This is an optimization exercise on Yosys and OpenROAD, whose aim is small area, a short achievable clock period and few clock cycles, not a production implementation. Function was checked by simulation only, so behaviour that the tests miss may differ from the original. Power figures rest on the tool's default switching activity, not on a simulated workload.

Design sap3_core, start of the top module:
module sap3_core (
    input  wire         clk,
    input  wire         rst,           
    input  wire         step,          
    output wire [15:0]  imem_addr,     
    input  wire [31:0]  imem_data,     
    input  wire [15:0]  prog_len,      
    input  wire [7:0]   in_value,      
    output wire [8:0]   dmem_addr,     
    input  wire [7:0]   dmem_rdata,    
    output wire         dmem_we,       
    output wire [7:0]   dmem_wdata,
    output wire         ready,         
    output wire         stopped,       
    output wire         halted,
    output wire [3:0]   fault,
    output wire [7:0]   acc,
    output wire [127:0] regs,          
    output wire [8:0]   sp,
    output wire         flag_c,
    output wire         flag_z,
    output wire         out_valid,
    output wire [7:0]   out_data,
    output wire         print_valid,
    output wire [15:0]  print_tmpl
);
For scale: about 170 flip-flops, ~9600 µm² of cells after synthesis.
Settings: LEC_CHECK=0, ABC_AREA=1, CAP_MARGIN=20, CORE_MARGIN=2, CORE_UTILIZATION=40, SETUP_SLACK_MARGIN=4.5, SLEW_MARGIN=20; clock period 10.0 ns.
standard.sh (not shown) runs the stock make flow with config.mk's settings and CLKGATE_MAP_FILE= SYNTH_SCRIPT=/design/flow/synth_recipe.tcl, a recipe that flattens the netlist after the stock synthesis.
==> flow/flow/run.sh <==
#!/bin/bash
# The standard layout (standard.sh), with two changes:
#  - synthesis maps the logic with an area-oriented ABC script (flow/area.script,
#    through flow/synth_abc.tcl, which otherwise runs synth_recipe.tcl as it is);
#  - the port buffers that ORFS inserts at global placement are
#    sky130_fd_sc_hd__buf_1 (ORFS otherwise picks the delay cell clkdlybuf4s50_1).
set -euo pipefail
work=$(pwd)
export FLOW_SYNTH_TCL=$work/synth_recipe.tcl
export FLOW_ABC_SCRIPT=$work/flow/area.script
bash standard.sh "SYNTH_SCRIPT=$work/flow/synth_abc.tcl" \
  'BUFFER_PORTS_ARGS=-buffer_cell sky130_fd_sc_hd__buf_1' finish > standard_flow.log 2>&1
==> flow/flow/area.script <==
&get -n
&st
&dch
&nf -R 1000
&put
==> flow/flow/synth_abc.tcl <==
# The standard synthesis (synth_recipe.tcl in the work folder, unchanged),
# with one difference in Yosys's abc pass: it runs the ABC script named by
# FLOW_ABC_SCRIPT instead of ORFS's abc_area/abc_speed script, and it leaves
# out the cells whose pull-up is a stack of four transistors (nor4, or4, o41,
# a2111 families), which are slow on the paths from the record to the ports,
# and a222oi, the one logic cell with no stronger size. Only the combinational
# mapping changes; the registers are the standard synthesis's.
proc abc {args} {
  set i [lsearch -exact $args -script]
  if { $i >= 0 } { lset args [expr {$i + 1}] $::env(FLOW_ABC_SCRIPT) }
  foreach f {nor4 nor4b nor4bb or4 or4b or4bb o41a o41ai a2111o a2111oi} {
    foreach s {0 1 2 4} { lappend args -dont_use sky130_fd_sc_hd__${f}_$s }
  }
  lappend args -dont_use sky130_fd_sc_hd__a222oi_1
  yosys abc {*}$args
}
source $::env(FLOW_SYNTH_TCL)
Testbench counts at the start, summed over its fixed seeds: cycles 120,658.
Change:
--- a/flow/flow/run.sh
+++ b/flow/flow/run.sh
@@ -2,3 +2,6 @@
-# The standard layout (standard.sh), with two changes:
-#  - synthesis maps the logic with an area-oriented ABC script (flow/area.script,
-#    through flow/synth_abc.tcl, which otherwise runs synth_recipe.tcl as it is);
+# The standard layout (standard.sh), with these changes:
+#  - synthesis maps the logic with ABC's &nf mapper (flow/area.script, through
+#    flow/synth_abc.tcl, which otherwise runs synth_recipe.tcl as it is, and
+#    leaves out a few slow cells), and without Yosys's adder extraction
+#    (ADDER_MAP_FILE empty), so ABC maps the adders too; the registers are
+#    the standard synthesis's;
@@ -11 +14 @@
-bash standard.sh "SYNTH_SCRIPT=$work/flow/synth_abc.tcl" \
+bash standard.sh "SYNTH_SCRIPT=$work/flow/synth_abc.tcl" 'ADDER_MAP_FILE=' \
==> flow/flow/area.script (replaced) <==
&get -n
&st
&dch
&nf
&put
CORE_UTILIZATION = 55   (was 40)
PLACE_DENSITY = 0.75   (was not set)
Hold slack gets better by 0.026 ns.
Global-route usage rose by 8.2 points.
Cell area fell by 3.3%.
Maximum frequency fell by 0.37%.
Change:
CORE_UTILIZATION = 40   (was 55)
PLACE_DENSITY = not set   (was 0.75)
SETUP_SLACK_MARGIN = 4.7   (was 4.5)
=>
- The changed run produced a clean layout
- cell count increases by 6.8%
- total power grows by 1.1%
- hold slack degrades by 0.0091 ns
- final area rose by 4.0%
Change:
CTS_CLUSTER_DIAMETER = 300   (was not set)
CTS_CLUSTER_SIZE = 50   (was not set)
SETUP_SLACK_MARGIN = 4.5   (was 4.7)
After rerunning: Die area is unchanged; total power decreases by 2.2%; sequential share of layout area climbs by 1.4 points; global-route usage drops by 1.4 points; worst setup slack degrades by 0.11 ns; non-clock buffer count decreases by 19; area after synthesis does not change; utilization is lower by 1.8 points; wire length went down by 4.6%; final cell count shrinks by 1.3%.
Change:
--- a/flow/flow/run.sh
+++ b/flow/flow/run.sh
@@ -9 +9,3 @@
-#    sky130_fd_sc_hd__buf_1 (ORFS otherwise picks the delay cell clkdlybuf4s50_1).
+#    sky130_fd_sc_hd__buf_1 (ORFS otherwise picks the delay cell clkdlybuf4s50_1);
+#  - the platform's don't-use list, plus the slow low-power clock inverters
+#    clkinvlp_2 / clkinvlp_4, which timing repair otherwise puts on data paths.
@@ -13,0 +16 @@
+dont_use="sky130_fd_sc_hd__probe_p_8 sky130_fd_sc_hd__probec_p_8 sky130_fd_sc_hd__lpflow_bleeder_1 sky130_fd_sc_hd__lpflow_clkbufkapwr_1 sky130_fd_sc_hd__lpflow_clkbufkapwr_16 sky130_fd_sc_hd__lpflow_clkbufkapwr_2 sky130_fd_sc_hd__lpflow_clkbufkapwr_4 sky130_fd_sc_hd__lpflow_clkbufkapwr_8 sky130_fd_sc_hd__lpflow_clkinvkapwr_1 sky130_fd_sc_hd__lpflow_clkinvkapwr_16 sky130_fd_sc_hd__lpflow_clkinvkapwr_2 sky130_fd_sc_hd__lpflow_clkinvkapwr_4 sky130_fd_sc_hd__lpflow_clkinvkapwr_8 sky130_fd_sc_hd__lpflow_decapkapwr_12 sky130_fd_sc_hd__lpflow_decapkapwr_3 sky130_fd_sc_hd__lpflow_decapkapwr_4 sky130_fd_sc_hd__lpflow_decapkapwr_6 sky130_fd_sc_hd__lpflow_decapkapwr_8 sky130_fd_sc_hd__lpflow_inputiso0n_1 sky130_fd_sc_hd__lpflow_inputiso0p_1 sky130_fd_sc_hd__lpflow_inputiso1n_1 sky130_fd_sc_hd__lpflow_inputiso1p_1 sky130_fd_sc_hd__lpflow_inputisolatch_1 sky130_fd_sc_hd__lpflow_isobufsrc_1 sky130_fd_sc_hd__lpflow_isobufsrc_16 sky130_fd_sc_hd__lpflow_isobufsrc_2 sky130_fd_sc_hd__lpflow_isobufsrc_4 sky130_fd_sc_hd__lpflow_isobufsrc_8 sky130_fd_sc_hd__lpflow_isobufsrckapwr_16 sky130_fd_sc_hd__lpflow_lsbuf_lh_hl_isowell_tap_1 sky130_fd_sc_hd__lpflow_lsbuf_lh_hl_isowell_tap_2 sky130_fd_sc_hd__lpflow_lsbuf_lh_hl_isowell_tap_4 sky130_fd_sc_hd__lpflow_lsbuf_lh_isowell_4 sky130_fd_sc_hd__lpflow_lsbuf_lh_isowell_tap_1 sky130_fd_sc_hd__lpflow_lsbuf_lh_isowell_tap_2 sky130_fd_sc_hd__lpflow_lsbuf_lh_isowell_tap_4 sky130_fd_sc_hd__clkinvlp_2 sky130_fd_sc_hd__clkinvlp_4"
@@ -15 +18,2 @@
-  'BUFFER_PORTS_ARGS=-buffer_cell sky130_fd_sc_hd__buf_1' finish > standard_flow.log 2>&1
+  'BUFFER_PORTS_ARGS=-buffer_cell sky130_fd_sc_hd__buf_1' "DONT_USE_CELLS=$dont_use" \
+  finish > standard_flow.log 2>&1
CTS_CLUSTER_DIAMETER = not set   (was 300)
CTS_CLUSTER_SIZE = not set   (was 50)
The changed run passed the timing, DRC and antenna checks.
Total power hardly moves.
Setup slack is about the same.
Synthesized cell count is unchanged.
Fmax barely changes.
Change:
==> flow/flow/run.sh (replaced) <==
#!/bin/bash
# The standard layout (standard.sh), with these changes:
#  - synthesis maps the logic with ABC's &nf mapper (flow/area.script, through
#    flow/synth_abc.tcl, which otherwise runs synth_recipe.tcl as it is, and
#    leaves out a few slow cells), and without Yosys's adder extraction
#    (ADDER_MAP_FILE empty), so ABC maps the adders too; the registers are
#    the standard synthesis's;
#  - the port buffers that ORFS inserts at global placement are
#    sky130_fd_sc_hd__buf_1 (ORFS otherwise picks the delay cell clkdlybuf4s50_1).
set -euo pipefail
work=$(pwd)
export FLOW_SYNTH_TCL=$work/synth_recipe.tcl
export FLOW_ABC_SCRIPT=$work/flow/area.script
bash standard.sh "SYNTH_SCRIPT=$work/flow/synth_abc.tcl" 'ADDER_MAP_FILE=' \
  'BUFFER_PORTS_ARGS=-buffer_cell sky130_fd_sc_hd__buf_1' finish > standard_flow.log 2>&1
PLACE_DENSITY = 0.8   (was not set)
Effect:
- area after synthesis stays the same
- worst hold slack improved by 0.011 ns
- combinational power is higher by a few percent
- flip-flop and latch count is unchanged
- die area stays the same
- power stays flat
- synthesized cell count does not change

[what the ideal ports hide]
How much do the figures lean on ideal ports? The routed layouts below were timed once more, with nothing changed but the port constraints. Step 1 (the two cells are an assumption about what drives the block):
set clk [get_ports {clk}]
set_driving_cell -lib_cell sky130_fd_sc_hd__clkbuf_16 $clk
set_driving_cell -lib_cell sky130_fd_sc_hd__buf_2 [delete_from_list [all_inputs] $clk]
Step 2 moves the port delays by t, midway between the first and last clock arrival at a register: inputs arrive t later, outputs are due t later. That takes back most of the time a late clock gives input paths. Three values: ideal ports, drivers, drivers and shift; two values: the first two.
run | shift t [ns] | setup slack, ns | hold WS [ns] | clock arrival spread, ns | cell pins on the clock port's net
the first run | 0.481 | 4.451 / 4.377 / 4.152 | 0.675 / 0.675 / 0.675 | 0.011 / 0.011 | 1
the second run | 0.491 | 4.431 / 4.399 / 4.133 | 0.700 / 0.700 / 0.700 | 0.007 / 0.007 | 1
the third run | 0.491 | 4.516 / 4.350 / 4.350 | 0.691 / 0.691 / 0.691 | 0.016 / 0.015 | 1
the fourth run | 0.480 | 4.408 / 4.371 / 4.318 | 0.700 / 0.700 / 0.700 | 0.018 / 0.018 | 1
the fifth run | 0.482 | 4.405 / 4.368 / 4.317 | 0.700 / 0.700 / 0.700 | 0.018 / 0.018 | 1
the sixth run | 0.502 | 4.443 / 4.351 / 4.192 | 0.711 / 0.711 / 0.711 | 0.018 / 0.017 | 1
After both steps every run listed still meets setup and hold. For the first run, which loses most, drivers alone change the setup slack by -0.074 ns; drivers and shift together by -0.299 ns.
